Source: an optimization exercise on an open RTL-to-GDS flow (aim: small area). Production flows keep margins and buffers that such runs may drop.
Function was checked by simulation only, so behaviour that the tests miss may differ from the original.
Power is estimated from default activity; no workload was simulated.

--- design/flow/config.mk ---
export PLATFORM = sky130hd
export DESIGN_NAME = fcb
export DESIGN_NICKNAME = fcb
export VERILOG_FILES = /design/flow/design.v
export SDC_FILE = /design/flow/constraint.sdc
export NUM_CORES = 4
export LEC_CHECK = 0
export CAP_MARGIN = 20
export CORE_MARGIN = 2
export CORE_UTILIZATION = 40
export CTS_BUF_LIST = sky130_fd_sc_hd__clkbuf_8
export SLEW_MARGIN = 20
--- design/flow/constraint.sdc ---
create_clock -name core_clock -period 10.0 [get_ports {CLK}]
set_input_delay 2.0000 -clock core_clock [delete_from_list [all_inputs] [get_ports {CLK}]]
set_output_delay 2.0000 -clock core_clock [all_outputs]
set_load 0.01 [all_outputs]
--- design/flow/design.v ---
module fcb_fg (
    input  wire        clk,
    input  wire        rst,
    input  wire [3:0]  col_in,
    input  wire        il_tripped,
    output wire [3:0]  row_out,
    output wire [4:0]  kp_res,
    output reg  [2:0]  cs_speed,
    output reg  [1:0]  cs_mode,
    output reg  [1:0]  cs_thr,
    output wire        duty_we,
    output wire [2:0]  duty_val
);
    localparam [2:0] F_CHECK  = 3'b000,    
                     F_DISP   = 3'b001,    
                     F_WAIT   = 3'b010,
                     F_SAMPLE = 3'b011,
                     F_DISPW  = 3'b100,    
                     F_CHECKW = 3'b101,    
                     F_DISPK  = 3'b110,    
                     F_CHECKK = 3'b111;    
    reg  [2:0] state;
    reg  [6:0] fc;
    wire [1:0] row = fc[3:2];
    wire [1:0] col = fc[1:0];
    wire       window_end = fc[6] & fc[5] & fc[1];    
    wire scanning = (state == F_WAIT) || (state == F_SAMPLE);
    assign row_out = scanning ? ~(4'b0001 << row) : 4'b1111;
    wire show_key = (state == F_DISPK) || (state == F_CHECKK);
    assign kp_res = show_key ? {1'b1, row, col} : 5'd0;
    wire [3:0] active_cols = ~col_in;
    reg  [1:0] first_col;
    always @(*) begin
        if (active_cols[0])      first_col = 2'd0;
        else if (active_cols[1]) first_col = 2'd1;
        else if (active_cols[2]) first_col = 2'd2;
        else                     first_col = 2'd3;
    end
    reg [1:0] op;
    reg [2:0] arg;
    always @(*) begin
        op  = 2'd0;
        arg = 3'd0;
        case ({row, col})
            4'h0: begin op = 2'd1; arg = 3'd1; end
            4'h1: begin op = 2'd1; arg = 3'd2; end
            4'h2: begin op = 2'd1; arg = 3'd3; end
            4'h3: begin op = 2'd2; arg = 3'd1; end
            4'h4: begin op = 2'd1; arg = 3'd4; end
            4'h7: begin op = 2'd2; arg = 3'd2; end
            4'hB: begin op = 2'd2; arg = 3'd3; end
            4'hC: begin op = 2'd3; arg = 3'd1; end
            4'hD: begin op = 2'd1; arg = 3'd0; end
            4'hE: begin op = 2'd3; arg = 3'd2; end
            default: ;
        endcase
    end
    assign duty_val = arg;
    assign duty_we  = (state == F_DISPK) && (op == 2'd1) && (cs_mode == 2'd0) && !il_tripped;
    always @(posedge clk) begin
        if (rst) begin
            state    <= F_CHECK;
            cs_speed <= 3'd0;
            cs_mode  <= 2'd0;
            cs_thr   <= 2'd0;
        end else begin
            case (state)
                F_CHECK: begin
                    fc[3:2] <= 2'd0;
                    state   <= F_WAIT;
                end
                F_WAIT: state <= F_SAMPLE;
                F_SAMPLE: begin
                    if (active_cols != 4'd0) begin
                        fc[1:0] <= first_col;
                        state   <= F_DISPK;
                    end else if (row == 2'd3) begin
                        state   <= F_DISP;
                    end else begin
                        fc[3:2] <= row + 2'd1;
                        state   <= F_WAIT;
                    end
                end
                F_DISP: state <= F_CHECK;
                F_DISPK: begin
                    case (op)
                        2'd1: cs_speed <= arg;
                        2'd2: cs_mode  <= arg[1:0];
                        2'd3: cs_thr   <= arg[1:0];
                        default: ;
                    endcase
                    state <= F_CHECKK;
                end
                F_CHECKK: begin
                    fc    <= 7'd0;
                    state <= F_DISPW;
                end
                F_DISPW: state <= window_end ? F_CHECK : F_CHECKW;
                default: begin               
                    fc    <= fc + 7'd1;
                    state <= F_DISPW;
                end
            endcase
        end
    end
endmodule
module fcb_bg (
    input  wire        clk,
    input  wire        rst,
    input  wire        data_in,
    input  wire [2:0]  cs_speed,
    input  wire [1:0]  cs_mode,
    input  wire [1:0]  cs_thr,
    output wire        data_oe,
    output wire        data_out,
    output reg         il_tripped,
    output reg  [1:0]  sn_status,
    output wire [52:0] disp_word,
    output reg         disp_wr,
    output wire        duty_we,
    output wire [2:0]  duty_val
);
    localparam [3:0] B_START     = 4'd0,
                     S_RATE      = 4'd1,
                     S_HIGH      = 4'd2,
                     S_LOW       = 4'd3,
                     S_CAP       = 4'd4,
                     S_DEC       = 4'd5,
                     B_INTERLOCK = 4'd6,
                     B_COOL      = 4'd7,
                     B_PATTERN   = 4'd8,
                     B_DWELL_ON  = 4'd9,
                     B_OFF       = 4'd10,
                     B_DWELL_OFF = 4'd11;
    localparam [1:0] M_UNSET = 2'd0, M_NATURAL = 2'd2, M_SLEEP = 2'd3;
    reg [3:0]  state;
    reg [1:0]  bg_md;
    reg [2:0]  bg_spd;
    reg [13:0] tmr;
    reg [10:0] cnt;
    wire       rd_valid;
    reg [2:0]  ge;          
    reg [31:0] frame;       
    reg [7:0]  ck;          
    reg [2:0]  d_spd;
    reg [1:0]  d_md;
    reg [1:0]  d_thr;
    reg        d_valid;
    reg [31:0] d_rd;
    reg [1:0]  d_st;
    reg        d_warn;
    reg [6:0] spd7;
    always @(*) begin
        casez (d_spd)
            3'b000:  spd7 = 7'd0;
            3'b001:  spd7 = 7'd30;
            3'b010:  spd7 = 7'd60;
            3'b011:  spd7 = 7'd80;
            default: spd7 = 7'd100;
        endcase
    end
    reg [7:0] thr8;
    always @(*) begin
        casez (d_thr)
            2'b00:   thr8 = 8'd100;
            2'b01:   thr8 = 8'd30;
            2'b10:   thr8 = 8'd40;
            default: thr8 = 8'd0;        
        endcase
    end
    assign disp_word = {spd7, d_md, thr8, d_valid, d_rd, d_st, d_warn};
    wire [4:0] td_div10 = frame[7:0] / 8'd10;
    wire [8:0] temp_int = frame[15:8] + {4'd0, td_div10};
    wire rate_limited = rd_valid && (cnt != 11'd0);
    wire       bit_ev  = cnt[0] && !cnt[7];
    wire       bit_val = tmr[6] | (tmr[5] & tmr[4] & (tmr[3] | tmr[2] | tmr[1]));   
    wire       cx      = bit_val ^ !cnt[6];
    wire [7:0] ck_pos  = 8'd1 << cnt[3:1];
    reg  [7:0] ck_add;
    integer k;
    always @(*) begin
        ck_add[0] = ck_pos[0] & cx;
        for (k = 1; k < 8; k = k + 1)
            ck_add[k] = (ck_pos[k] & cx) | (ck_add[k-1] & ck[k-1]);
    end
    reg ge_sel;
    always @(*) begin
        case (cs_thr)
            2'd0:    ge_sel = ge[0];
            2'd1:    ge_sel = ge[1];
            default: ge_sel = ge[2];
        endcase
    end
    wire trip = !rd_valid || ge_sel;
    assign data_oe  = (state == S_HIGH) || (state == S_LOW);
    assign rd_valid = d_valid || (sn_status == 2'd1);
    assign data_out = (state == S_HIGH) ||
                      ((state == B_START || state == S_RATE) && sn_status == 2'd0);
    assign duty_we = ((state == B_INTERLOCK) && trip) ||
                     ((state == B_PATTERN) && (cs_mode == bg_md) && (bg_md != M_UNSET)) ||
                     ((state == B_OFF) && (cs_mode == bg_md));
    assign duty_val = (state == B_PATTERN) ? bg_spd : 3'd0;
    wire data_changed = (data_in != cnt[0]);
    reg disp_we, disp_warn;
    always @(*) begin
        disp_we   = 1'b0;
        disp_warn = 1'b0;
        case (state)
            B_INTERLOCK: if (trip) begin disp_we = 1'b1; disp_warn = 1'b1; end
            B_PATTERN:   if (cs_mode == bg_md) disp_we = 1'b1;
            B_OFF:       if (cs_mode == bg_md) disp_we = 1'b1;
            default: ;
        endcase
    end
    always @(posedge clk) begin
        if (rst) begin
            d_spd   <= 3'd0;
            d_md    <= 2'd0;
            d_thr   <= 2'd3;
            d_valid <= 1'b0;
            d_rd    <= 32'd0;
            d_st    <= 2'd0;
            d_warn  <= 1'b0;
        end else if (disp_we) begin
            d_spd   <= cs_speed;
            d_md    <= cs_mode;
            d_thr   <= cs_thr;
            d_valid <= rd_valid;
            if (sn_status == 2'd1)
                d_rd <= frame;
            d_st    <= sn_status;
            d_warn  <= disp_warn;
        end
    end
    wire at9    = tmr[3] & tmr[0];
    wire at99   = tmr[6] & tmr[5] & tmr[1] & tmr[0];
    wire at179  = tmr[7] & tmr[5] & tmr[4] & tmr[1] & tmr[0];
    wire at999  = tmr[9] & tmr[8] & tmr[7] & tmr[6] & tmr[5] & tmr[2] & tmr[1] & tmr[0];
    wire at1999 = tmr[10] & tmr[9] & tmr[8] & tmr[7] & tmr[6] & tmr[3] & tmr[2] & tmr[1] & tmr[0];
    wire at9999 = tmr[13] & tmr[10] & tmr[9] & tmr[8] & tmr[3] & tmr[2] & tmr[1] & tmr[0];
    wire dwell_end = (bg_md == M_SLEEP) ? at1999 : at999;
    reg tmr_clr;
    always @(*) begin
        case (state)
            S_RATE, B_INTERLOCK, B_PATTERN, B_OFF: tmr_clr = 1'b1;
            S_HIGH:  tmr_clr = at9;
            S_LOW:   tmr_clr = at179;
            S_CAP:   tmr_clr = data_changed;
            default: tmr_clr = 1'b0;
        endcase
    end
    always @(posedge clk) begin
        tmr <= tmr_clr ? 14'd0 : tmr + 14'd1;
        if (state != S_CAP && cnt != 11'd0)
            cnt <= cnt - 11'd1;
        if (rst) begin
            state      <= B_START;
            il_tripped <= 1'b1;
            sn_status  <= 2'd0;
            disp_wr    <= 1'b0;
        end else begin
            disp_wr <= disp_we;
            case (state)
                B_START: begin
                    bg_md  <= cs_mode;
                    bg_spd <= cs_speed;
                    state  <= S_RATE;
                end
                S_RATE: begin
                    if (rate_limited)
                        state <= B_INTERLOCK;
                    else
                        state <= S_HIGH;
                end
                S_HIGH: begin
                    if (at9)
                        state <= S_LOW;
                end
                S_LOW: begin
                    if (at179) begin
                        cnt   <= 11'd131;
                        ck    <= 8'd1;
                        state <= S_CAP;
                    end
                end
                S_CAP: begin
                    if (data_changed) begin
                        cnt <= cnt - 11'd1;
                        if (cnt != 11'd47) begin
                            if (bit_ev && cnt[6])
                                frame <= {frame[30:0], bit_val};
                            if (bit_ev)
                                ck <= ck ^ ck_add;
                        end else begin
                            state <= S_DEC;             
                        end
                    end else if (at99) begin
                        state <= S_DEC;
                    end
                end
                S_DEC: begin
                    cnt <= 11'd0;
                    if (cnt != 11'd47) begin
                        sn_status <= 2'd2;               
                    end else if (ck == 8'd0) begin
                        cnt       <= 11'd1999;
                        ge[0]     <= (temp_int >= 9'd100);
                        ge[1]     <= (temp_int >= 9'd30);
                        ge[2]     <= (temp_int >= 9'd40);
                        sn_status <= 2'd1;               
                    end else begin
                        sn_status <= 2'd3;               
                    end
                    state <= B_INTERLOCK;
                end
                B_INTERLOCK: begin
                    il_tripped <= trip;
                    state      <= trip ? B_COOL : B_PATTERN;
                end
                B_COOL: begin
                    if (at9999)
                        state <= B_START;
                end
                B_PATTERN: begin
                    if (cs_mode == bg_md && (bg_md == M_NATURAL || bg_md == M_SLEEP))
                        state <= B_DWELL_ON;
                    else
                        state <= B_START;
                end
                B_DWELL_ON: begin
                    if (cs_mode != bg_md)
                        state <= B_START;
                    else if (dwell_end)
                        state <= B_OFF;
                end
                B_OFF: begin
                    if (cs_mode != bg_md)
                        state <= B_START;
                    else
                        state <= B_DWELL_OFF;
                end
                B_DWELL_OFF: begin
                    if (cs_mode != bg_md || dwell_end)
                        state <= B_START;
                end
                default: state <= B_START;
            endcase
        end
    end
endmodule
module fcb (
    input  wire        CLK,
    input  wire        RST,
    input  wire [3:0]  COL_IN,
    input  wire        DATA_IN,
    output wire [3:0]  ROW_OUT,
    output wire        COL_PULL,
    output wire        DATA_OE,
    output wire        DATA_OUT,
    output wire        DATA_PU,
    output reg  [15:0] MOTOR_DUTY,
    output reg         MOTOR_WR,
    output reg         MOTOR_EN,
    output wire [52:0] DISP_WORD,
    output wire        DISP_WR,
    output wire        IL_TRIPPED,
    output wire [1:0]  SN_STATUS,
    output wire [4:0]  KEY_CODE
);
    wire [2:0] cs_speed;
    wire [1:0] cs_mode;
    wire [1:0] cs_thr;
    wire       fg_duty_we, bg_duty_we;
    wire [2:0] fg_duty, bg_duty;
    reg  [2:0] duty;
    fcb_fg u_fg (
        .clk        (CLK),
        .rst        (RST),
        .col_in     (COL_IN),
        .il_tripped (IL_TRIPPED),
        .row_out    (ROW_OUT),
        .kp_res     (KEY_CODE),
        .cs_speed   (cs_speed),
        .cs_mode    (cs_mode),
        .cs_thr     (cs_thr),
        .duty_we    (fg_duty_we),
        .duty_val   (fg_duty)
    );
    fcb_bg u_bg (
        .clk        (CLK),
        .rst        (RST),
        .data_in    (DATA_IN),
        .cs_speed   (cs_speed),
        .cs_mode    (cs_mode),
        .cs_thr     (cs_thr),
        .data_oe    (DATA_OE),
        .data_out   (DATA_OUT),
        .il_tripped (IL_TRIPPED),
        .sn_status  (SN_STATUS),
        .disp_word  (DISP_WORD),
        .disp_wr    (DISP_WR),
        .duty_we    (bg_duty_we),
        .duty_val   (bg_duty)
    );
    assign COL_PULL = 1'b1;
    assign DATA_PU  = ~DATA_OE;
    always @(*) begin
        casez (duty)
            3'b000:  MOTOR_DUTY = 16'd0;
            3'b001:  MOTOR_DUTY = 16'd19660;
            3'b010:  MOTOR_DUTY = 16'd39321;
            3'b011:  MOTOR_DUTY = 16'd52428;
            default: MOTOR_DUTY = 16'd65535;
        endcase
    end
    always @(posedge CLK) begin
        if (RST) begin
            duty     <= 3'd0;
            MOTOR_WR <= 1'b0;
            MOTOR_EN <= 1'b0;
        end else begin
            MOTOR_EN <= 1'b1;
            MOTOR_WR <= bg_duty_we | fg_duty_we;
            if (bg_duty_we)
                duty <= bg_duty;
            else if (fg_duty_we)
                duty <= fg_duty;
        end
    end
endmodule
--- design/flow/flow/run.sh ---
#!/bin/bash
# Layout: the standard flow (standard.sh) with these changes:
#  - synthesis runs synth_recipe.tcl with flow/abc_override.tcl added after its
#    first line, so abc maps the logic with the area-oriented flow/area.abc, and
#    without ORFS's adder pre-mapping (ADDER_MAP_FILE empty);
#  - the port buffers are the smallest buffer cell.
# Every tool's output is in the ORFS logs (orfs/logs/...) and in standard_make.log.
set -euo pipefail
W=$(pwd)
{ head -n 1 synth_recipe.tcl; cat flow/abc_override.tcl; tail -n +2 synth_recipe.tcl; } > own_synth.tcl
export OWN_ABC_SCRIPT=$W/flow/area.abc
bash standard.sh SYNTH_SCRIPT=$W/own_synth.tcl ADDER_MAP_FILE= \
  "BUFFER_PORTS_ARGS=-buffer_cell sky130_fd_sc_hd__buf_1" finish > standard_make.log 2>&1
--- design/flow/flow/abc_override.tcl ---
# Map the logic with flow/area.abc instead of the script ORFS picks. Only the
# abc step changes: registers are inferred and mapped as in the standard synthesis.
proc abc {args} {
  set i [lsearch -exact $args -script]
  if { $i >= 0 } { lset args [expr {$i + 1}] $::env(OWN_ABC_SCRIPT) }
  yosys abc {*}$args
}
--- design/flow/flow/area.abc ---
strash
ifraig
scorr
dc2
strash
&get -n
&deepsyn -T 60
&put
dch -f
amap
--- design/flow/standard.sh ---
#!/bin/bash
# synth_recipe.tcl (not shown) runs the flow's synth.tcl, then flattens the netlist and writes it again
# the make line also repeats each setting of config.mk as NAME=value (left out here)
make -C /OpenROAD-flow-scripts/flow DESIGN_CONFIG=/design/flow/config.mk WORK_HOME=/design/flow/orfs CLKGATE_MAP_FILE= SYNTH_SCRIPT=/design/flow/synth_recipe.tcl "${@:-finish}"
==> results of run 1 <==
worst max-delay path: stages:
cell      delay [ns]
buf_1           0.08
buf_4           0.20
clkinv_1        0.08
nand2_1         0.07
clkinv_1        0.07
o21ai_0         0.15
o21ai_0         0.41
nand4_1         0.21
nor2_1          0.18
clkinv_1        0.10
nor2_1          0.14
clkinv_1        0.10
nor2_1          0.16
a21oi_1         0.06
o21bai_1        0.15
nand4_1         0.13
or2_0           0.26
nor2_1          0.12
a21oi_1         0.04
cells in the mapped netlist:
library cell | instances | area (um2)
and3_1 | 2 | 12.5
a32o_1 | 25 | 250
o221a_1 | 1 | 11.3
nor4_1 | 8 | 50.1
o2111ai_1 | 1 | 8.76
conb_1 | 2 | 7.51
or3_1 | 5 | 31.3
buf_4 | 19 | 143
o21bai_1 | 2 | 15.0
nor3_1 | 28 | 140
o22ai_1 | 12 | 75.1
a221oi_1 | 2 | 17.5
a31o_1 | 1 | 8.76
nand2_1 | 49 | 184
dfxtp_1 | 91 | 1820
and2_0 | 1 | 6.26
o21a_1 | 5 | 37.5
a31oi_1 | 11 | 68.8
a211oi_1 | 11 | 82.6
a311oi_1 | 3 | 26.3
a211o_1 | 1 | 8.76
a21o_1 | 3 | 22.5
nor2_1 | 99 | 372
o221ai_1 | 3 | 26.3
a2111oi_0 | 1 | 8.76
o21ai_0 | 44 | 220
or2_0 | 10 | 62.6
a22oi_1 | 3 | 22.5
a21oi_1 | 30 | 150
edfxtp_1 | 55 | 1650
o41ai_1 | 1 | 8.76
nand4_1 | 5 | 31.3
nand2b_1 | 1 | 6.26
o211ai_1 | 2 | 15.0
or4_1 | 4 | 30.0
o31ai_1 | 2 | 15.0
clkinv_1 | 82 | 308
buf_1 | 1 | 3.75
nor2b_1 | 6 | 37.5
o32ai_1 | 2 | 17.5
o22a_1 | 1 | 8.76
nand3_1 | 28 | 140
state kept, by name (all words and copies together), names as in the netlist, 3 cells and up:
signal / count
u_bg.cnt: 11
u_bg.frame: 32
u_bg.ck: 8
u_fg.fc: 7
u_fg.cs_speed: 3
u_bg.ge: 3
u_bg.d_spd: 3
u_bg.tmr: 14
u_bg.d_rd: 32
u_fg.state: 3
u_bg.state: 4
u_bg.bg_spd: 3
duty: 3
per-layer routing:
metal | track usage | wire (um) | vias to the layer above
met2 | 0.294 | 6700 | 121
met5 | 0 | 0 | -
met1 | 0.223 | 6560 | 2442
met3 | 0.0476 | 594 | 18
met4 | 0.0646 | 201 | 0
li1 | - | - | 2579
power groups by stage:
stage	Clock (mW)	Sequential (mW)	Combinational, mW
after CTS	0.469	0.726	0.303
after detailed placement	0	0.740	0.301
final	0.456	0.728	0.307
after global placement	0	0.737	0.295
after global routing	0.490	0.737	0.351
after floorplan	0	0.724	0.237
metrics by stage:
| stage | total power, mW | utilization | std cells | instance area, um2 |
|---|---|---|---|---|
| floorplan | 0.961 | - | 665 | 6170 |
| global placement | 1.03 | 0.439 | 928 | 6650 |
| detailed placement | 1.04 | 0.439 | 928 | 6650 |
| CTS | 1.50 | 0.465 | 960 | 7040 |
| global route | 1.58 | 0.466 | 960 | 7060 |
| finish | 1.49 | 0.466 | 960 | 7060 |
logic make-up (layout without fill, tap and decap cells):
logic type / Yosys count / after routing / synth area share
AOI/OAI and AO/OA: 167 / 167 / 0.183
buffers and inverters: 102 / 209 / 0.0737
DFF: 146 / 146 / 0.563
other: 2 / 4 / 0.00122
and+or+nand+nor: 246 / 246 / 0.179
final cells by class:
cell class              instances  area [um2]
repair buffers                 95         375
clock buffers                  17         234
multi-input cells             417        2270
well taps                     188         235
clock inverters                15         163
fillers                      1462        8090
inverters                      82         308
flip-flops and latches        146        3470
path summary, 6_finish.rpt:
path,slack (ns),end,cells after the start,start
worst max-delay path,5.64,u_bg.cnt[10]$_DFF_P_,19,RST
worst min-delay path,0.45,u_bg.bg_spd[0]$_DFFE_PP_,0,u_fg.cs_speed[0]$_SDFFE_PP0P_
worst min register to register,0.45,u_bg.bg_spd[0]$_DFFE_PP_,0,u_fg.cs_speed[0]$_SDFFE_PP0P_
worst max register to register,5.90,u_bg.cnt[10]$_DFF_P_,20,u_bg.state[0]$_SDFFE_PP0P_
==> results.sh, run 1 <==
export IMPL_p_sw_uw=529
export IMPL_row_count=45
export IMPL_grt_use_total=0.177
export IMPL_power_frac_seq=0.488
export IMPL_path_max_fanout=20
export IMPL_status="no timing/DRC/antenna violations"
export IMPL_grt_pass1_vias=4882
export IMPL_finalSetupViolCount=0
export IMPL_power_leakage_nw=2.35
export IMPL_antenna_cells=0
export IMPL_comb_power_share=0.206
export IMPL_hp_class="reg2reg"
export IMPL_dpl_hpwl_um=9980
export IMPL_critPathCaptureType="register"
export IMPL_clk_pin_slew_ns=0.09
export IMPL_die_y_um=128
export IMPL_p_int_uw=961
export IMPL_setup_ws_ns=5.64
export IMPL_viasPerCell=5.38
export IMPL_fmax_mhz=229
export IMPL_rsz0062_at_grt="no"
export IMPL_synthCells=663
export IMPL_clk_path_buf_depth=2
export IMPL_drive_above_1_share=0.0544
export IMPL_layout_commonest_cell="nor2_1"
export IMPL_ir_worst_vdd_uv=102
export IMPL_clock_power_share=0.306
export IMPL_ys_warn_count=3
export IMPL_timing_slew_headroom=0.516
export IMPL_finalSetupTns_ns=0
export IMPL_synth_distinct_cells=42
export IMPL_slew_violations=0
export IMPL_port_buffers=90
export IMPL_antenna_found_initial=0
export IMPL_drt_total_wl_um=14100
export IMPL_grt_pass1_wl_um=23100
export IMPL_clock_sinks=146
export IMPL_core_area_um2=15100
export IMPL_ys_seq_area_frac=0.563
export IMPL_first_pass_iters=7
export IMPL_ys_seq_elements=146
export IMPL_floorplan_initialDensity=0.407
export IMPL_die_area_um2=16400
export IMPL_min_period_over_period=0.436
export IMPL_num_vias=5160
export IMPL_syn_area_um2=6160
export IMPL_crit_path_start_kind="primary input"
export IMPL_arrival_ns=4.71
export IMPL_io_pins=95
export IMPL_die_w_um=128
export IMPL_first_iter_violations=324
export IMPL_drv_cap=0
export IMPL_period_needed_ns=4.36
export IMPL_grt_max_degree=48
export IMPL_cts_resized=0
export IMPL_hold_viol_final=0
export IMPL_cts_root_buffer="clkbuf_8"
export IMPL_ctsHoldBuffers=0
export IMPL_area_growth_pct=14.5
export IMPL_tritoncts="yes"
export IMPL_nNetsFinal=766
export IMPL_finClkSkew_ns=0.0159
export IMPL_clk_latency_ns=0.46
export IMPL_place_gp_congestion=0.891
export IMPL_avgSynthCellArea_um2=9.30
export IMPL_powerDensity_nw_per_um2=211
export IMPL_swShare=0.355
export IMPL_final_cell_mix="nor2_1, dfxtp_1, buf_1"
export IMPL_ant_nets=0
export IMPL_numCtsBuffers=17
export IMPL_whs_ns=0.448
export IMPL_post_drt_wl_per_cell_um=14.6
export IMPL_crit_type="in2reg"
export IMPL_worst_slew_pin_slew_ns=0.719
export IMPL_cts_setup_buffers=0
export IMPL_grt_overflow=0
export IMPL_drc=0
export IMPL_pre_cts_ws_ns=5.10
export IMPL_cp_required_ns=10.35
export IMPL_htree_levels=4
==> run 2: changes to the inputs <==
--- a/design/flow/design.v
+++ b/design/flow/design.v
@@ -138,3 +138,3 @@
     reg [2:0]  bg_spd;
-    reg [13:0] tmr;
+    reg [10:0] tmr;
     reg [10:0] cnt;
@@ -173,3 +173,3 @@
     wire [8:0] temp_int = frame[15:8] + {4'd0, td_div10};
-    wire rate_limited = rd_valid && (cnt != 11'd0);
+    wire rate_limited = (sn_status == 2'd1) && (cnt != 11'd0);
     wire       bit_ev  = cnt[0] && !cnt[7];
@@ -239,3 +239,2 @@
     wire at1999 = tmr[10] & tmr[9] & tmr[8] & tmr[7] & tmr[6] & tmr[3] & tmr[2] & tmr[1] & tmr[0];
-    wire at9999 = tmr[13] & tmr[10] & tmr[9] & tmr[8] & tmr[3] & tmr[2] & tmr[1] & tmr[0];
     wire dwell_end = (bg_md == M_SLEEP) ? at1999 : at999;
@@ -248,2 +247,3 @@
             S_CAP:   tmr_clr = data_changed;
+            B_COOL:  tmr_clr = at1999;
             default: tmr_clr = 1'b0;
@@ -252,4 +252,4 @@
     always @(posedge clk) begin
-        tmr <= tmr_clr ? 14'd0 : tmr + 14'd1;
-        if (state != S_CAP && cnt != 11'd0)
+        tmr <= tmr_clr ? 11'd0 : tmr + 11'd1;
+        if (state != S_CAP && state != B_COOL && cnt != 11'd0)
             cnt <= cnt - 11'd1;
@@ -301,3 +301,2 @@
                 S_DEC: begin
-                    cnt <= 11'd0;
                     if (cnt != 11'd47) begin
@@ -316,2 +315,4 @@
                 B_INTERLOCK: begin
+                    if (trip)
+                        cnt    <= 11'd4;
                     il_tripped <= trip;
@@ -320,4 +321,8 @@
                 B_COOL: begin
-                    if (at9999)
-                        state <= B_START;
+                    if (at1999) begin
+                        if (cnt == 11'd0)
+                            state <= B_START;
+                        else
+                            cnt <= cnt - 11'd1;
+                    end
                 end
--- a/design/flow/flow/run.sh
+++ b/design/flow/flow/run.sh
@@ -5,3 +5,4 @@
 #    without ORFS's adder pre-mapping (ADDER_MAP_FILE empty);
-#  - the port buffers are the smallest buffer cell.
+#  - the port buffers are the smallest buffer cell;
+#  - clock tree synthesis inserts no dummy loads.
 # Every tool's output is in the ORFS logs (orfs/logs/...) and in standard_make.log.
@@ -12,2 +13,4 @@
 bash standard.sh SYNTH_SCRIPT=$W/own_synth.tcl ADDER_MAP_FILE= \
-  "BUFFER_PORTS_ARGS=-buffer_cell sky130_fd_sc_hd__buf_1" finish > standard_make.log 2>&1
+  "BUFFER_PORTS_ARGS=-buffer_cell sky130_fd_sc_hd__buf_1" \
+  "CTS_ARGS=-sink_clustering_enable -repair_clock_nets -buf_list sky130_fd_sc_hd__clkbuf_4 -root_buf sky130_fd_sc_hd__clkbuf_8 -dont_use_dummy_load" \
+  finish > standard_make.log 2>&1
--- a/design/flow/config.mk
+++ b/design/flow/config.mk
@@ -9,4 +9,3 @@
 export CORE_MARGIN = 2
-export CORE_UTILIZATION = 40
-export CTS_BUF_LIST = sky130_fd_sc_hd__clkbuf_8
+export CORE_UTILIZATION = 60
 export SLEW_MARGIN = 20
==> results.sh, run 2 <==
export IMPL_num_vias=5104
export IMPL_clk_path_buf_depth=2
export IMPL_antenna_found_initial=0
export IMPL_grt_use_total=0.248
export IMPL_finalSetupViolCount=0
export IMPL_grt_max_degree=49
export IMPL_cts_setup_buffers=0
export IMPL_crit_path_start_kind="primary input"
export IMPL_async_flop_share=0
export IMPL_whs_ns=0.447
export IMPL_p_int_uw=825
export IMPL_grt_pass1_wl_um=21800
export IMPL_ant_nets=0
export IMPL_slew_violations=0
export IMPL_first_iter_violations=436
export IMPL_ir_worst_vdd_uv=163
export IMPL_htree_levels=4
export IMPL_grt_overflow=0
export IMPL_die_w_um=105
export IMPL_port_buffers=90
export IMPL_antenna_cells=0
export IMPL_fmax_mhz=210
export IMPL_fin_util=0.675
export IMPL_power_leakage_nw=2.20
export IMPL_synth_top_area_cell="dfxtp_1"
export IMPL_clock_power_share=0.204
export IMPL_ys_warn_count=3
export IMPL_hold_viol_final=0
export IMPL_wl_met2_um=6160
export IMPL_viasPerCell=5.77
export IMPL_ys_seq_elements=143
export IMPL_die_area_um2=10900
export IMPL_clock_sinks=143
export IMPL_cts_root_buffer="clkbuf_8"
export IMPL_first_pass_iters=5
export IMPL_final_cell_mix="nor2_1, buf_1, dfxtp_1"
export IMPL_ctsHoldBuffers=0
export IMPL_synthTopCellsByCount="nor2_1, dfxtp_1, clkinv_1"
export IMPL_post_drt_wl_per_cell_um=15.0
export IMPL_grt_pass1_vias=4753
export IMPL_layout_commonest_cell="nor2_1"
export IMPL_numCtsBuffers=17
export IMPL_drive_above_1_share=0.0293
export IMPL_die_y_um=105
export IMPL_cp_required_ns=10.28
export IMPL_synth_enable_flop_cells=55
export IMPL_area_growth_pct=8.76
export IMPL_final_area_um2=6600
export IMPL_critPathCaptureType="register"
export IMPL_synth_flop_cell="dfxtp_1"
export IMPL_ys_top_cells_by_area="dfxtp_1, edfxtp_1, nor2_1"
export IMPL_ys_seq_area_frac=0.563
export IMPL_netlist_area_leader_share=0.290
export IMPL_timing_slew_headroom=0.313
export IMPL_hp_class="reg2reg"
export IMPL_tritoncts="yes"
export IMPL_status="no timing/DRC/antenna violations"
export IMPL_yosysMostFrequentCell="nor2_1"
export IMPL_drt_met1_wl_um=5990
export IMPL_instances_no_fill=884
export IMPL_route_met3_wl_um=878
export IMPL_highest_layer="met4"
export IMPL_pre_cts_ws_ns=4.23
export IMPL_power_frac_seq=0.577
export IMPL_place_inst=867
export IMPL_avgSynthCellArea_um2=9.21
export IMPL_swShare=0.320
export IMPL_comb_power_share=0.219
export IMPL_period_needed_ns=4.77
export IMPL_crit_type="in2reg"
export IMPL_row_count=36
export IMPL_p_sw_uw=389
export IMPL_rsz0062_at_grt="no"
export IMPL_arrival_ns=5.04
export IMPL_top_regs="u_bg.d_rd (32), u_bg.frame (32)"
export IMPL_power_mw=1.21
export IMPL_synthCells=659
export IMPL_synth_distinct_cells=44
export IMPL_drt_total_wl_um=13200
export IMPL_fillers=831
export IMPL_worst_slew_pin_slew_ns=1.02
export IMPL_finClkSkew_ns=0.0314
export IMPL_io_pins=95
export IMPL_clk_pin_slew_ns=0.11
export IMPL_clk_latency_ns=0.41
export IMPL_dpl_hpwl_um=9520
export IMPL_drc=0
export IMPL_place_area_um2=6460
export IMPL_powerDensity_nw_per_um2=184
export IMPL_place_gp_congestion=0.865
export IMPL_core_area_um2=9770
export IMPL_min_period_over_period=0.477
export IMPL_path_max_fanout=39
export IMPL_finalSetupTns_ns=0
export IMPL_cts_resized=0
export IMPL_floorplan_initialDensity=0.621
export IMPL_nNetsFinal=760
export IMPL_syn_area_um2=6070
export IMPL_setup_ws_ns=5.23
export IMPL_drv_cap=0
run 2: cell families (layout without fill, tap and decap cells):
| family | Yosys count | after routing | share of synthesized area |
|---|---|---|---|
| and+or+nand+nor | 251 | 251 | 0.181 |
| other | 2 | 4 | 0.00124 |
| buffers and inverters | 104 | 194 | 0.0761 |
| AOI/OAI and AO/OA | 159 | 159 | 0.179 |
| DFF | 143 | 143 | 0.563 |
run 2: layer usage:
layer	GRT usage	vias to the layer above
li1	-	2515
met1	0.334	2375
met2	0.394	195
met3	0.0605	19
met4	0.0820	0
met5	0	-
run 2: area by class of cell:
class | count | area (um2) | area share
Timing Repair Buffer | 93 | 360 | 0.0546
Multi-Input combinational cell | 414 | 2210 | 0.335
Clock buffer | 17 | 134 | 0.0203
Inverter | 84 | 315 | 0.0478
Sequential cell | 143 | 3410 | 0.517
Tap cell | 133 | 166 | 0.0252
run 2: path summary, 6_finish.rpt:
kind	from	endpoint	slack (ns)	cells after the start
setup reg to reg	u_bg.sn_status[0]$_SDFFE_PP0P_	u_bg.d_rd[8]$_SDFFE_PP0P_	5.56	11
hold reg to reg	u_bg.frame[17]$_DFFE_PP_	u_bg.frame[18]$_DFFE_PP_	0.45	0
setup / recovery	RST	u_bg.d_rd[8]$_SDFFE_PP0P_	5.23	7
hold / removal	u_bg.frame[17]$_DFFE_PP_	u_bg.frame[18]$_DFFE_PP_	0.45	0
run 2: critical path, cell delays in order:
cell and delay, ns:
buf_1 0.07, buf_4 0.21, nor2_1 0.32, clkinv_1 0.28, nor2_4 0.56, clkinv_1 1.01, a32o_1 0.57
run 2: power groups by stage:
stage	clock, mW	sequential [mW]	combinational [mW]
5_1_grt	0.280	0.708	0.300
2_1_floorplan	0	0.701	0.204
4_1_cts	0.256	0.699	0.263
3_5_place_dp	0	0.712	0.260
6_report	0.247	0.700	0.266
3_3_place_gp	0	0.711	0.250
==> run 3: changes to the inputs <==
--- a/design/flow/flow/run.sh
+++ b/design/flow/flow/run.sh
@@ -14,3 +14,3 @@
   "BUFFER_PORTS_ARGS=-buffer_cell sky130_fd_sc_hd__buf_1" \
-  "CTS_ARGS=-sink_clustering_enable -repair_clock_nets -buf_list sky130_fd_sc_hd__clkbuf_4 -root_buf sky130_fd_sc_hd__clkbuf_8 -dont_use_dummy_load" \
+  "CTS_ARGS=-sink_clustering_enable -repair_clock_nets -buf_list sky130_fd_sc_hd__clkbuf_8 -dont_use_dummy_load" \
   finish > standard_make.log 2>&1
--- a/design/flow/config.mk
+++ b/design/flow/config.mk
@@ -9,3 +9,4 @@
 export CORE_MARGIN = 2
-export CORE_UTILIZATION = 60
+export CORE_UTILIZATION = 40
+export CTS_BUF_LIST = sky130_fd_sc_hd__clkbuf_8
 export SLEW_MARGIN = 20
==> results.sh, run 3 <==
export IMPL_status="no timing/DRC/antenna violations"
export IMPL_p_int_uw=891
export IMPL_grt_use_total=0.175
export IMPL_first_pass_iters=6
export IMPL_min_to="u_bg.frame[30]$_DFFE_PP_"
export IMPL_powerDensity_nw_per_um2=191
export IMPL_r2r_end="u_bg.cnt[10]$_DFF_P_"
export IMPL_ir_worst_vdd_uv=74.2
export IMPL_clk_latency_ns=0.44
export IMPL_grt_overflow=0
export IMPL_worst_slew_pin_slew_ns=0.728
export IMPL_ant_nets=0
export IMPL_place_area_um2=6530
export IMPL_floorplan_initialDensity=0.404
export IMPL_layout_commonest_cell="nor2_1"
export IMPL_finClkSkew_ns=0.0312
export IMPL_ff_latch_area_um2=3410
export IMPL_multiInputGateArea_um2=2210
export IMPL_synth_enable_flop_cells=55
export IMPL_num_vias=5105
export IMPL_area_growth_pct=11.6
export IMPL_post_drt_wl_per_cell_um=14.6
export IMPL_synth_distinct_cells=44
export IMPL_timing_rr_start="u_bg.state[1]$_SDFFE_PP0P_"
export IMPL_rsz0062_at_grt="no"
export IMPL_clock_power_share=0.256
export IMPL_core_area_um2=15000
export IMPL_comb_power_share=0.202
export IMPL_drt_total_wl_um=13700
export IMPL_syn_area_um2=6070
export IMPL_async_flop_share=0
export IMPL_power_leakage_nw=2.25
export IMPL_slew_violations=0
export IMPL_viasPerCell=5.43
export IMPL_die_y_um=127
export IMPL_power_frac_seq=0.542
export IMPL_row_count=45
export IMPL_r2r_cells=21
export IMPL_final_area_um2=6770
export IMPL_antenna_cells=0
export IMPL_clk_pin_slew_ns=0.08
export IMPL_cts_resized=0
export IMPL_ys_seq_elements=143
export IMPL_first_iter_violations=331
export IMPL_htree_levels=4
export IMPL_io_pins=95
export IMPL_die_area_um2=16200
export IMPL_place_gp_congestion=0.872
export IMPL_crit_path_start_kind="primary input"
export IMPL_path_max_fanout=21
export IMPL_synthCells=659
export IMPL_synthTopCellsByCount="nor2_1, dfxtp_1, clkinv_1"
export IMPL_synth_flop_cell="dfxtp_1"
export IMPL_antenna_found_initial=0
export IMPL_cts_root_buffer="clkbuf_8"
export IMPL_ctsHoldBuffers=0
export IMPL_final_cell_mix="nor2_1, buf_1, dfxtp_1"
export IMPL_drv_cap=0
export IMPL_period_needed_ns=4.65
export IMPL_hp_start="u_bg.frame[29]$_DFFE_PP_"
export IMPL_synth_top_area_cell="dfxtp_1"
export IMPL_swShare=0.312
export IMPL_ys_top_cells_by_area="dfxtp_1, edfxtp_1, nor2_1"
export IMPL_nNetsFinal=761
export IMPL_finalSetupTns_ns=0
export IMPL_top_regs="u_bg.d_rd (32), u_bg.frame (32)"
export IMPL_avgSynthCellArea_um2=9.21
export IMPL_rrSetupSlack_ns=5.89
export IMPL_min_path_cells=0
export IMPL_arrival_ns=4.95
export IMPL_drc=0
export IMPL_fillers=1427
export IMPL_timing_slew_headroom=0.502
export IMPL_clk_path_buf_depth=2
export IMPL_fmax_mhz=215
export IMPL_grt_max_degree=50
export IMPL_ys_warn_count=3
export IMPL_netlist_area_leader_share=0.290
export IMPL_finalSetupViolCount=0
export IMPL_clock_sinks=143
export IMPL_hp_class="reg2reg"
export IMPL_hold_viol_final=0
export IMPL_cp_required_ns=10.30
export IMPL_critPathCaptureType="register"
export IMPL_port_buffers=90
export IMPL_crit_start="RST"
export IMPL_drive_above_1_share=0.0319
export IMPL_cts_setup_buffers=0
export IMPL_ys_seq_area_frac=0.563
export IMPL_dpl_hpwl_um=9840
export IMPL_p_sw_uw=404
export IMPL_numCtsBuffers=17
export IMPL_tritoncts="yes"
export IMPL_die_w_um=127
export IMPL_grt_pass1_vias=4874
export IMPL_min_period_over_period=0.465
export IMPL_yosysMostFrequentCell="nor2_1"
export IMPL_power_mw=1.30
export IMPL_grt_pass1_wl_um=22800
export IMPL_crit_type="in2reg"
-- run 3: cell counts after synthesis --
Identical to the previous run, type by type.
-- run 3: cells by family after synthesis --
| logic type | synth area share |
|---|---|
| AOI/OAI and AO/OA | 0.179 |
| buffers and inverters | 0.0761 |
| DFF | 0.563 |
| other | 0.00124 |
| and+or+nand+nor | 0.181 |
-- run 3: area by class of cell --
class / count / share of cell area
multi-input cells: 414 / 0.326
clock buffers: 17 / 0.0345
repair buffers: 94 / 0.0539
flip-flops and latches: 143 / 0.504
well taps: 188 / 0.0347
inverters: 84 / 0.0466
-- run 3: critical path: stages --
cell      delay, ns
buf_1          0.07
buf_4          0.20
nor2_1         0.17
clkinv_1       0.10
o21ai_0        0.31
clkinv_1       0.14
nor2_1         0.14
nand2_1        0.10
nor2_1         0.14
clkinv_1       0.10
nor2_1         0.15
clkinv_1       0.11
nor2_1         0.14
nand2_1        0.12
nor2_1         0.17
clkinv_1       0.10
or3_1          0.41
o21ai_0        0.19
a31oi_1        0.05
-- run 3: worst max path at each step --
stage	cells past startpoint	endpoint	slack (ns)
floorplan	5	u_bg.d_rd[0]$_SDFFE_PP0P_	5.17
global placement	7	u_bg.d_rd[24]$_SDFFE_PP0P_	4.35
detailed placement	7	u_bg.d_rd[30]$_SDFFE_PP0P_	4.20
CTS	7	u_bg.d_rd[0]$_SDFFE_PP0P_	4.68
global route	19	u_bg.cnt[10]$_DFF_P_	4.94
finish	19	u_bg.cnt[10]$_DFF_P_	5.35
-- run 3: per-layer routing --
layer / wire (um) / share of wire / up-vias / global-route usage
met5: 0 / 0 / - / 0
met4: 180 / 0.013 / 0 / 0.0679
met3: 653 / 0.048 / 15 / 0.0461
met2: 6510 / 0.47 / 157 / 0.286
met1: 6370 / 0.46 / 2414 / 0.224
li1: - / - / 2519 / -
-- run 3: power groups by stage --
stage	Sequential [mW]	Combinational, mW	Clock [mW]
after floorplan	0.701	0.204	0
final	0.703	0.262	0.331
after global placement	0.712	0.254	0
after detailed placement	0.714	0.259	0
after CTS	0.701	0.260	0.344
after global routing	0.709	0.301	0.365
-- run 3: stage by stage --
step                      hold WS, ns  setup WS, ns  std cells  utilization
final                           0.447          5.35        940        0.451
after global routing            0.467          4.94        940        0.451
after CTS                       0.449          4.68        940        0.450
after detailed placement        0.438          4.20        923        0.435
after global placement          0.430          4.35        922        0.434
after floorplan                 0.426          5.17        661            -
==> run 4: changes to the inputs <==
--- a/design/flow/design.v
+++ b/design/flow/design.v
@@ -120,3 +120,4 @@
     output wire        duty_we,
-    output wire [2:0]  duty_val
+    output wire [2:0]  duty_val,
+    output wire        fresh          
 );
@@ -198,2 +199,3 @@
                       ((state == B_START || state == S_RATE) && sn_status == 2'd0);
+    assign fresh    = (state == B_START) && (sn_status == 2'd0);
     assign duty_we = ((state == B_INTERLOCK) && trip) ||
@@ -367,3 +369,3 @@
     output reg         MOTOR_WR,
-    output reg         MOTOR_EN,
+    output wire        MOTOR_EN,
     output wire [52:0] DISP_WORD,
@@ -377,3 +379,3 @@
     wire [1:0] cs_thr;
-    wire       fg_duty_we, bg_duty_we;
+    wire       fg_duty_we, bg_duty_we, bg_fresh;
     wire [2:0] fg_duty, bg_duty;
@@ -407,3 +409,4 @@
         .duty_we    (bg_duty_we),
-        .duty_val   (bg_duty)
+        .duty_val   (bg_duty),
+        .fresh      (bg_fresh)
     );
@@ -411,2 +414,3 @@
     assign DATA_PU  = ~DATA_OE;
+    assign MOTOR_EN = ~bg_fresh;
     always @(*) begin
@@ -424,5 +428,3 @@
             MOTOR_WR <= 1'b0;
-            MOTOR_EN <= 1'b0;
         end else begin
-            MOTOR_EN <= 1'b1;
             MOTOR_WR <= bg_duty_we | fg_duty_we;
--- a/design/flow/flow/run.sh
+++ b/design/flow/flow/run.sh
@@ -6,3 +6,4 @@
 #  - the port buffers are the smallest buffer cell;
-#  - clock tree synthesis inserts no dummy loads.
+#  - clock tree synthesis uses clkbuf_4 leaf buffers under a clkbuf_8 root and
+#    inserts no dummy loads.
 # Every tool's output is in the ORFS logs (orfs/logs/...) and in standard_make.log.
@@ -14,3 +15,3 @@
   "BUFFER_PORTS_ARGS=-buffer_cell sky130_fd_sc_hd__buf_1" \
-  "CTS_ARGS=-sink_clustering_enable -repair_clock_nets -buf_list sky130_fd_sc_hd__clkbuf_8 -dont_use_dummy_load" \
+  "CTS_ARGS=-sink_clustering_enable -repair_clock_nets -buf_list sky130_fd_sc_hd__clkbuf_4 -root_buf sky130_fd_sc_hd__clkbuf_8 -dont_use_dummy_load" \
   finish > standard_make.log 2>&1
--- a/design/flow/config.mk
+++ b/design/flow/config.mk
@@ -9,4 +9,3 @@
 export CORE_MARGIN = 2
-export CORE_UTILIZATION = 40
-export CTS_BUF_LIST = sky130_fd_sc_hd__clkbuf_8
+export CORE_UTILIZATION = 60
 export SLEW_MARGIN = 20
==> results.sh, run 4 <==
export IMPL_status="no timing/DRC/antenna violations"
export IMPL_synth_top_area_cell="dfxtp_1"
export IMPL_period_needed_ns=3.97
export IMPL_htree_levels=4
export IMPL_clock_sinks=142
export IMPL_io_pins=95
export IMPL_async_flop_share=0
export IMPL_die_y_um=104
export IMPL_drt_total_wl_um=13000
export IMPL_path_max_fanout=3
export IMPL_slowest_stage="o21ai_0"
export IMPL_post_drt_wl_per_cell_um=14.8
export IMPL_yosysMostFrequentCell="nor2_1"
export IMPL_area_growth_pct=9.01
export IMPL_synth_enable_flop_cells=55
export IMPL_drive_above_1_share=0.0323
export IMPL_hold_viol_final=0
export IMPL_clk_path_buf_depth=2
export IMPL_drc=0
export IMPL_core_area_um2=9770
export IMPL_clk_latency_ns=0.42
export IMPL_cp_required_ns=10.31
export IMPL_cts_root_buffer="clkbuf_8"
export IMPL_synth_distinct_cells=45
export IMPL_row_count=36
export IMPL_grt_pass1_vias=4735
export IMPL_layout_commonest_cell="nor2_1"
export IMPL_max_stage_delay_ns=0.24
export IMPL_num_vias=5112
export IMPL_avgSynthCellArea_um2=9.33
export IMPL_ir_worst_vdd_uv=108
export IMPL_ctsHoldBuffers=0
export IMPL_cts_setup_buffers=0
export IMPL_power_mw=1.12
export IMPL_rsz0062_at_grt="no"
export IMPL_powerDensity_nw_per_um2=169
export IMPL_finalSetupTns_ns=0
export IMPL_netlist_area_leader_share=0.288
export IMPL_first_iter_violations=332
export IMPL_dpl_hpwl_um=9360
export IMPL_viasPerCell=5.84
export IMPL_hp_class="reg2reg"
export IMPL_finClkSkew_ns=0.0340
export IMPL_nNetsFinal=752
export IMPL_port_buffers=90
export IMPL_min_period_over_period=0.397
export IMPL_finalSetupViolCount=0
export IMPL_pre_cts_ws_ns=5.67
export IMPL_tritoncts="yes"
export IMPL_setup_ws_ns=6.03
export IMPL_die_w_um=104
export IMPL_ys_top_cells_by_area="dfxtp_1, edfxtp_1, nor2_1"
export IMPL_critPathCaptureType="register"
export IMPL_cts_resized=0
export IMPL_synthTopCellsByCount="nor2_1, dfxtp_1, clkinv_1"
export IMPL_die_area_um2=10900
export IMPL_top_regs="u_bg.d_rd (32), u_bg.frame (32)"
export IMPL_slew_violations=0
export IMPL_synthCells=649
export IMPL_power_leakage_nw=2.20
export IMPL_numCtsBuffers=17
export IMPL_grt_max_degree=45
export IMPL_first_pass_iters=5
export IMPL_crit_type="in2reg"
export IMPL_ys_seq_area_frac=0.561
export IMPL_arrival_ns=4.28
export IMPL_grt_overflow=0
export IMPL_synth_flop_cell="dfxtp_1"
export IMPL_grt_use_total=0.248
export IMPL_syn_area_um2=6050
export IMPL_clk_pin_slew_ns=0.09
export IMPL_antenna_cells=0
export IMPL_crit_path_start_kind="primary input"
export IMPL_ys_warn_count=3
export IMPL_cpMostUsedCell="nor2_1"
export IMPL_ant_nets=0
export IMPL_timing_slew_headroom=0.476
export IMPL_ys_seq_elements=142
export IMPL_fmax_mhz=252
export IMPL_final_cell_mix="nor2_1, buf_1, dfxtp_1"
export IMPL_floorplan_initialDensity=0.619
export IMPL_grt_pass1_wl_um=22100
export IMPL_antenna_found_initial=0
export IMPL_worst_slew_pin_slew_ns=0.781
export IMPL_cp_cell_sequence="buf_1 > clkinv_1 > o21ai_0 > a21oi_1 > nor2_1 > nor2_1 > nor2_1 > o21ai_0 > nor2_1 > clkinv_1 > nor2_1 > clkinv_1 > nor3_1 > nand2_1 > nor2_1 > a21oi_1 > o21ai_0"
export IMPL_drv_cap=0
export IMPL_place_gp_congestion=0.910
==> run 4: report_power, final <==
part / switching [mW] / internal, mW / total (mW)
Combinational: 0.122 / 0.0617 / 0.184
Sequential: 0.0440 / 0.638 / 0.682
Clock: 0.168 / 0.0835 / 0.251
Total: 0.334 / 0.783 / 1.12
==> run 4: worst max-delay path, delay by kind of cell <==
| kind | cells | cell delay [ns] |
|---|---|---|
| AO/OA/AOI/OAI | 5 | 0.75 |
| buffers and inverters | 4 | 0.38 |
| AND/OR/NAND/NOR | 8 | 1.14 |
==> run 4: path summary, 6_finish.rpt <==
path | from | to | slack, ns | cells past startpoint
max | DATA_IN | u_bg.cnt[7]$_DFF_P_ | 6.03 | 17
min | u_fg.cs_speed[1]$_SDFFE_PP0P_ | u_bg.bg_spd[1]$_DFFE_PP_ | 0.44 | 0
max reg2reg | u_bg.frame[7]$_DFFE_PP_ | u_bg.ge[0]$_DFFE_PP_ | 6.29 | 16
min reg2reg | u_fg.cs_speed[1]$_SDFFE_PP0P_ | u_bg.bg_spd[1]$_DFFE_PP_ | 0.44 | 0
==> run 4: through the flow <==
stage,utilization,cell area [um2],cells,hold slack (ns)
4_1_cts,0.674,6590,876,0.434
6_report,0.675,6600,876,0.438
3_5_place_dp,0.661,6460,859,0.422
3_3_place_gp,0.661,6460,859,0.420
2_1_floorplan,-,6060,651,0.416
5_1_grt,0.675,6600,876,0.456
==> run 4: cell type report <==
cell class	instances	area, um2
Multi-Input combinational cell	409	2230
Clock buffer	17	134
Timing Repair Buffer	95	375
Tap cell	133	166
Fill cell	830	3180
Sequential cell	142	3390
Inverter	80	300
==> run 4: kinds of logic after synthesis <==
kind of cell	count (synthesis)	share of synthesized area
flops	142	0.561
buf+inv	100	0.0738
simple gates	243	0.177
other cells	2	0.00124
compound gates	162	0.188
==> run 4: per-layer routing <==
metal,part of all wire,GRT usage,up-vias
met2,0.47,0.401,180
met4,0.013,0.0772,0
met3,0.062,0.0539,20
met1,0.45,0.335,2393
met5,0,0,-
li1,-,-,2519
==> run 5: changes to the inputs <==
==> design/flow/flow/area.abc (replaced) <==
strash
ifraig
scorr
dc2
strash
&get -n
&deepsyn -T 180
&put
dch -f
amap
==> results.sh, run 5 <==
export IMPL_min_path_cells=0
export IMPL_timing_slew_headroom=0.452
export IMPL_ys_warn_count=3
export IMPL_rsz0062_at_grt="no"
export IMPL_drv_cap=0
export IMPL_port_buffers=90
export IMPL_yosysMostFrequentCell="nor2_1"
export IMPL_syn_area_um2=6060
export IMPL_grt_max_degree=40
export IMPL_finalSetupTns_ns=0
export IMPL_grt_pass1_wl_um=22000
export IMPL_cp_required_ns=10.33
export IMPL_drt_total_wl_um=13300
export IMPL_r2r_cells=10
export IMPL_crit_path_start_kind="primary input"
export IMPL_avgSynthCellArea_um2=9.23
export IMPL_worst_slew_pin_slew_ns=0.801
export IMPL_timing_rr_start="u_bg.cnt[7]$_DFF_P_"
export IMPL_core_area_um2=9770
export IMPL_period_needed_ns=4.21
export IMPL_first_iter_violations=200
export IMPL_htree_levels=4
export IMPL_slew_violations=0
export IMPL_clock_sinks=142
export IMPL_ys_seq_elements=142
export IMPL_drive_above_1_share=0.0333
export IMPL_post_drt_wl_per_cell_um=15.1
export IMPL_synth_flop_cell="dfxtp_1"
export IMPL_critical_path_buf_inv_count=5
export IMPL_drc=0
export IMPL_whs_ns=0.451
export IMPL_comb_power_share=0.188
export IMPL_slowest_stage="nor3_1"
export IMPL_dpl_hpwl_um=9720
export IMPL_highest_layer="met4"
export IMPL_area_growth_pct=8.97
export IMPL_synth_distinct_cells=41
export IMPL_num_vias=5136
export IMPL_floorplan_initialDensity=0.620
export IMPL_synth_top_area_cell="dfxtp_1"
export IMPL_path_max_fanout=4
export IMPL_grt_overflow=0
export IMPL_synth_enable_flop_cells=55
export IMPL_cpMostUsedCell="nor2_1"
export IMPL_antenna_found_initial=0
export IMPL_layout_commonest_cell="nor2_1"
export IMPL_ys_seq_area_frac=0.560
export IMPL_cts_resized=0
export IMPL_min_period_over_period=0.421
export IMPL_tritoncts="yes"
export IMPL_nNetsFinal=760
export IMPL_crit_type="in2reg"
export IMPL_powerDensity_nw_per_um2=174
export IMPL_hold_viol_final=0
export IMPL_fmax_mhz=237
export IMPL_place_gp_congestion=0.879
export IMPL_p_sw_uw=350
export IMPL_clk_latency_ns=0.42
export IMPL_critPathCaptureType="register"
export IMPL_async_flop_share=0
export IMPL_clk_path_buf_depth=2
export IMPL_swShare=0.304
export IMPL_ir_worst_vdd_uv=108
export IMPL_clock_power_share=0.215
export IMPL_synthCells=657
export IMPL_cts_root_buffer="clkbuf_8"
export IMPL_route_met3_wl_um=699
export IMPL_die_w_um=105
export IMPL_top_regs="u_bg.d_rd (32), u_bg.frame (32)"
export IMPL_die_y_um=105
export IMPL_grt_use_total=0.252
export IMPL_synthTopCellsByCount="nor2_1, dfxtp_1, clkinv_1"
export IMPL_finalSetupViolCount=0
export IMPL_row_count=36
export IMPL_drt_met1_wl_um=5760
export IMPL_cp_cell_sequence="buf_1 > clkinv_1 > o21ai_0 > a211oi_1 > nor2_1 > a22oi_1 > nor3_1 > nand2_1 > nor2_1 > clkinv_1 > nor3_1 > nand2_1 > nor2_1 > clkinv_1 > nor2_1 > clkinv_1 > a21oi_1 > nor2_1"
export IMPL_clk_pin_slew_ns=0.11
export IMPL_viasPerCell=5.81
export IMPL_hp_class="reg2reg"
export IMPL_hp_start="u_fg.cs_speed[2]$_SDFFE_PP0P_"
export IMPL_grt_pass1_vias=4877
export IMPL_final_cell_mix="nor2_1, buf_1, dfxtp_1"
export IMPL_numCtsBuffers=17
export IMPL_arrival_ns=4.54
export IMPL_antenna_cells=0
export IMPL_rrSetupSlack_ns=6.57
export IMPL_r2r_end="u_bg.state[1]$_SDFFE_PP0P_"
export IMPL_power_leakage_nw=2.21
export IMPL_power_frac_seq=0.597
export IMPL_max_stage_delay_ns=0.36
export IMPL_io_pins=95
export IMPL_cts_setup_buffers=0
export IMPL_ant_nets=0
export IMPL_ctsHoldBuffers=0
export IMPL_finClkSkew_ns=0.0376
export IMPL_status="no timing/DRC/antenna violations"
export IMPL_ys_top_cells_by_area="dfxtp_1, edfxtp_1, nor2_1"
export IMPL_min_to="u_bg.bg_spd[2]$_DFFE_PP_"
export IMPL_first_pass_iters=6
export IMPL_wl_met2_um=6590
export IMPL_die_area_um2=10900
export IMPL_fillers=849
export IMPL_p_int_uw=801
export IMPL_netlist_area_leader_share=0.287
export IMPL_crit_family="simple AND/OR/NAND/NOR gates"
run 5: kinds of logic (layout without fill, tap and decap cells):
group | after synthesis | after routing | share of synthesized area
DFF | 142 | 142 | 0.560
AOI/OAI and AO/OA | 168 | 168 | 0.191
buffers and inverters | 106 | 198 | 0.0774
and+or+nand+nor | 239 | 239 | 0.171
other | 2 | 4 | 0.00124
run 5: how the worst max path moves through the flow:
| stage | startpoint | end | slack [ns] | depth (start not counted) |
|---|---|---|---|---|
| after floorplan | RST | u_bg.d_rd[0]$_SDFFE_PP0P_ | 4.39 | 5 |
| after global placement | RST | u_bg.d_rd[8]$_SDFFE_PP0P_ | 5.20 | 8 |
| after detailed placement | RST | u_bg.d_rd[21]$_SDFFE_PP0P_ | 5.07 | 8 |
| after CTS | RST | u_bg.d_rd[21]$_SDFFE_PP0P_ | 5.52 | 8 |
| after global routing | DATA_IN | u_bg.cnt[9]$_DFF_P_ | 5.34 | 18 |
| final | DATA_IN | u_bg.cnt[9]$_DFF_P_ | 5.79 | 18 |
run 5: per-layer routing:
layer	vias up	GRT usage
met5	-	0
met3	33	0.0699
li1	2527	-
met1	2424	0.299
met4	0	0.0975
met2	152	0.436
run 5: area by class of cell:
| cell class | instances | area, um2 | share of cell area |
|---|---|---|---|
| Clock buffer | 17 | 134 | 0.0203 |
| Inverter | 86 | 323 | 0.0488 |
| Multi-Input combinational cell | 411 | 2220 | 0.335 |
| Sequential cell | 142 | 3390 | 0.513 |
| Tap cell | 133 | 166 | 0.0252 |
| Timing Repair Buffer | 95 | 375 | 0.0568 |
run 5: power groups by stage:
stage | Combinational (mW) | Clock, mW | Sequential, mW
6_report | 0.216 | 0.247 | 0.687
5_1_grt | 0.248 | 0.275 | 0.694
4_1_cts | 0.214 | 0.253 | 0.686
3_5_place_dp | 0.213 | 0 | 0.699
3_3_place_gp | 0.205 | 0 | 0.697
2_1_floorplan | 0.168 | 0 | 0.688
run 5: through the flow:
stage,power [mW],area (um2),utilization,worst slack [ns],instances
after floorplan,0.856,6070,-,4.39,659
after global placement,0.902,6470,0.662,5.20,867
after detailed placement,0.912,6470,0.662,5.07,867
after CTS,1.15,6610,0.676,5.52,884
after global routing,1.22,6610,0.676,5.34,884
final,1.15,6610,0.676,5.79,884
==> run 6: changes to the inputs <==
--- a/design/flow/design.v
+++ b/design/flow/design.v
@@ -142,3 +142,3 @@
     wire       rd_valid;
-    reg [2:0]  ge;          
+    reg [1:0]  tcls;
     reg [31:0] frame;       
@@ -189,5 +189,5 @@
         case (cs_thr)
-            2'd0:    ge_sel = ge[0];
-            2'd1:    ge_sel = ge[1];
-            default: ge_sel = ge[2];
+            2'd0:    ge_sel = (tcls == 2'd3);        
+            2'd1:    ge_sel = (tcls != 2'd0);        
+            default: ge_sel = tcls[1];               
         endcase
@@ -307,5 +307,5 @@
                         cnt       <= 11'd1999;
-                        ge[0]     <= (temp_int >= 9'd100);
-                        ge[1]     <= (temp_int >= 9'd30);
-                        ge[2]     <= (temp_int >= 9'd40);
+                        tcls      <= (temp_int >= 9'd100) ? 2'd3 :
+                                     (temp_int >= 9'd40)  ? 2'd2 :
+                                     (temp_int >= 9'd30)  ? 2'd1 : 2'd0;
                         sn_status <= 2'd1;               
==> design/flow/flow/area.abc (replaced) <==
strash
ifraig
scorr
dc2
strash
&get -n
&deepsyn -J 200 -T 300
&put
dch -f
amap
==> results.sh, run 6 <==
export IMPL_status="no timing/DRC/antenna violations"
export IMPL_ys_seq_area_frac=0.558
export IMPL_yosysMostFrequentCell="nor2_1"
export IMPL_ir_worst_vdd_uv=109
export IMPL_htree_levels=4
export IMPL_clk_path_buf_depth=2
export IMPL_dpl_hpwl_um=9420
export IMPL_cp_required_ns=10.35
export IMPL_clk_latency_ns=0.42
export IMPL_finalSetupTns_ns=0
export IMPL_grt_pass1_vias=4709
export IMPL_slew_violations=0
export IMPL_powerDensity_nw_per_um2=175
export IMPL_ant_nets=0
export IMPL_fmax_mhz=181
export IMPL_drv_cap=0
export IMPL_ys_warn_count=3
export IMPL_antenna_found_initial=0
export IMPL_synthTopCellsByCount="nor2_1, clkinv_1, dfxtp_1"
export IMPL_cts_root_buffer="clkbuf_8"
export IMPL_core_area_um2=9770
export IMPL_final_cell_mix="nor2_1, buf_1, clkinv_1"
export IMPL_num_vias=5077
export IMPL_viasPerCell=5.71
export IMPL_slowest_stage="o21ai_1"
export IMPL_hp_class="reg2reg"
export IMPL_critical_path_buf_inv_count=7
export IMPL_layout_commonest_cell="nor2_1"
export IMPL_place_gp_congestion=0.918
export IMPL_clk_pin_slew_ns=0.11
export IMPL_drt_total_wl_um=13100
export IMPL_ctsHoldBuffers=0
export IMPL_nNetsFinal=765
export IMPL_min_period_over_period=0.552
export IMPL_grt_use_total=0.250
export IMPL_ys_seq_elements=141
export IMPL_post_drt_wl_per_cell_um=14.7
export IMPL_cp_cell_sequence="buf_1 > clkinv_1 > o21ai_0 > nand2_1 > o21ai_0 > a22oi_1 > o21ai_1 > o221ai_1 > o21ai_0 > nand2_1 > nor2_1 > clkinv_1 > nor2_1 > clkinv_1 > nor2_1 > clkinv_1 > nor2_1 > clkinv_1 > nor3_1 > clkinv_1 > or2_0 > a21oi_1 > o21ai_0 > a21oi_1"
export IMPL_power_leakage_nw=2.21
export IMPL_row_count=36
export IMPL_syn_area_um2=6020
export IMPL_period_needed_ns=5.52
export IMPL_fin_util=0.671
export IMPL_cts_setup_buffers=0
export IMPL_first_iter_violations=319
export IMPL_grt_max_degree=48
export IMPL_hold_viol_final=0
export IMPL_io_pins=95
export IMPL_area_growth_pct=8.83
export IMPL_tritoncts="yes"
export IMPL_clock_sinks=141
export IMPL_crit_path_start_kind="primary input"
export IMPL_floorplan_initialDensity=0.616
export IMPL_synthCells=663
export IMPL_die_area_um2=10900
export IMPL_grt_overflow=0
export IMPL_die_w_um=104
export IMPL_numCtsBuffers=17
export IMPL_drive_above_1_share=0.0304
export IMPL_synth_flop_cell="dfxtp_1"
export IMPL_cts_resized=0
export IMPL_finalSetupViolCount=0
export IMPL_max_stage_delay_ns=0.42
export IMPL_worst_slew_pin_slew_ns=0.752
export IMPL_arrival_ns=5.87
export IMPL_finClkSkew_ns=0.0307
export IMPL_drc=0
export IMPL_critPathCaptureType="register"
export IMPL_synth_distinct_cells=41
export IMPL_timing_slew_headroom=0.495
export IMPL_synth_top_area_cell="dfxtp_1"
export IMPL_antenna_cells=0
export IMPL_cpMostUsedCell="clkinv_1"
export IMPL_crit_family="compound AO/OA/AOI/OAI gates"
export IMPL_port_buffers=90
export IMPL_crit_type="in2reg"
export IMPL_fillers=838
export IMPL_synth_enable_flop_cells=54
export IMPL_path_max_fanout=11
export IMPL_ys_top_cells_by_area="dfxtp_1, edfxtp_1, nor2_1"
export IMPL_async_flop_share=0
export IMPL_avgSynthCellArea_um2=9.08
export IMPL_grt_pass1_wl_um=21900
export IMPL_rsz0062_at_grt="no"
export IMPL_top_regs="u_bg.d_rd (32), u_bg.frame (32)"
export IMPL_first_pass_iters=5
export IMPL_netlist_area_leader_share=0.289
export IMPL_die_y_um=104
-- run 6: path summary, 6_finish.rpt --
| path | from | endpoint | slack [ns] | cells after the start |
|---|---|---|---|---|
| worst max register to register | u_bg.state[0]$_SDFFE_PP0P_ | u_bg.cnt[10]$_DFF_P_ | 4.96 | 23 |
| worst min-delay path | u_bg.frame[31]$_DFFE_PP_ | u_bg.d_rd[31]$_SDFFE_PP0P_ | 0.46 | 1 |
| worst max-delay path | DATA_IN | u_bg.cnt[10]$_DFF_P_ | 4.48 | 24 |
| worst min register to register | u_bg.frame[31]$_DFFE_PP_ | u_bg.d_rd[31]$_SDFFE_PP0P_ | 0.46 | 1 |
-- run 6: power by group --
part / switching, mW / internal (mW)
clock network: 0.165 / 0.0834
logic: 0.145 / 0.0722
registers: 0.0432 / 0.636
-- run 6: cell type report --
type / count / area, um2 / share of cell area
Clock buffer: 17 / 134 / 0.0204
Tap cell: 133 / 166 / 0.0254
Inverter: 90 / 338 / 0.0515
Timing Repair Buffer: 94 / 368 / 0.0561
Sequential cell: 141 / 3360 / 0.513
Multi-Input combinational cell: 414 / 2180 / 0.333
-- run 6: stage by stage --
stage	hold slack, ns	power (mW)	cell area, um2	instances	setup slack (ns)
floorplan	0.416	0.846	6030	665	4.79
global placement	0.418	0.895	6420	872	4.38
detailed placement	0.431	0.903	6420	872	4.09
CTS	0.452	1.15	6550	889	4.52
global route	0.454	1.21	6550	889	3.94
finish	0.456	1.14	6550	889	4.48
-- run 6: cells by family after synthesis --
group / Yosys count / synth area share
other: 2 / 0.00125
and+or+nand+nor: 252 / 0.184
DFF: 141 / 0.558
buffers and inverters: 110 / 0.0804
AOI/OAI and AO/OA: 158 / 0.175
-- run 6: layer usage --
| metal | vias up | wire [um] | global-route usage |
|---|---|---|---|
| met5 | - | 0 | 0 |
| li1 | 2534 | - | - |
| met4 | 0 | 224 | 0.100 |
| met3 | 17 | 668 | 0.0614 |
| met2 | 144 | 6210 | 0.397 |
| met1 | 2382 | 5970 | 0.330 |

-- what the ideal ports hide --
How much do the figures lean on ideal ports? The routed layouts below were timed once more, with nothing changed but the port constraints.
Step 1, drivers: a clkbuf_16 drives CLK and a buf_2 each remaining input, both assumed.
Step 2 times the ports against the registers' clock, not the clock port: input delays grow and output delays shrink by t, the midpoint of the rising clock arrivals with the driver on.
Slacks: no drivers / after step 1 / after step 2; pairs: no drivers / after step 1.
run	t, ns	setup slack, ns	latest minus earliest clock arrival (ns)	slew at the worst register clock pin (ns)	worst slew at a driven data input, ns
run 1	0.488	5.642 / 5.657 / 5.169	0.016 / 0.017	0.10 / 0.10	0.03
run 2	0.427	5.234 / 5.249 / 4.822	0.032 / 0.032	0.11 / 0.11	0.03
run 3	0.464	5.354 / 5.371 / 4.907	0.032 / 0.031	0.08 / 0.08	0.03
run 4	0.436	6.029 / 6.038 / 5.602	0.034 / 0.034	0.12 / 0.12	0.03
run 5	0.441	5.789 / 5.801 / 5.360	0.039 / 0.039	0.11 / 0.11	0.03
run 6	0.438	4.478 / 4.489 / 4.052	0.030 / 0.031	0.11 / 0.11	0.03
After both steps setup and hold are still met in every run listed. The setup slack of run 1, which loses most, moves by +0.015 ns with the drivers and by -0.473 ns with both steps.
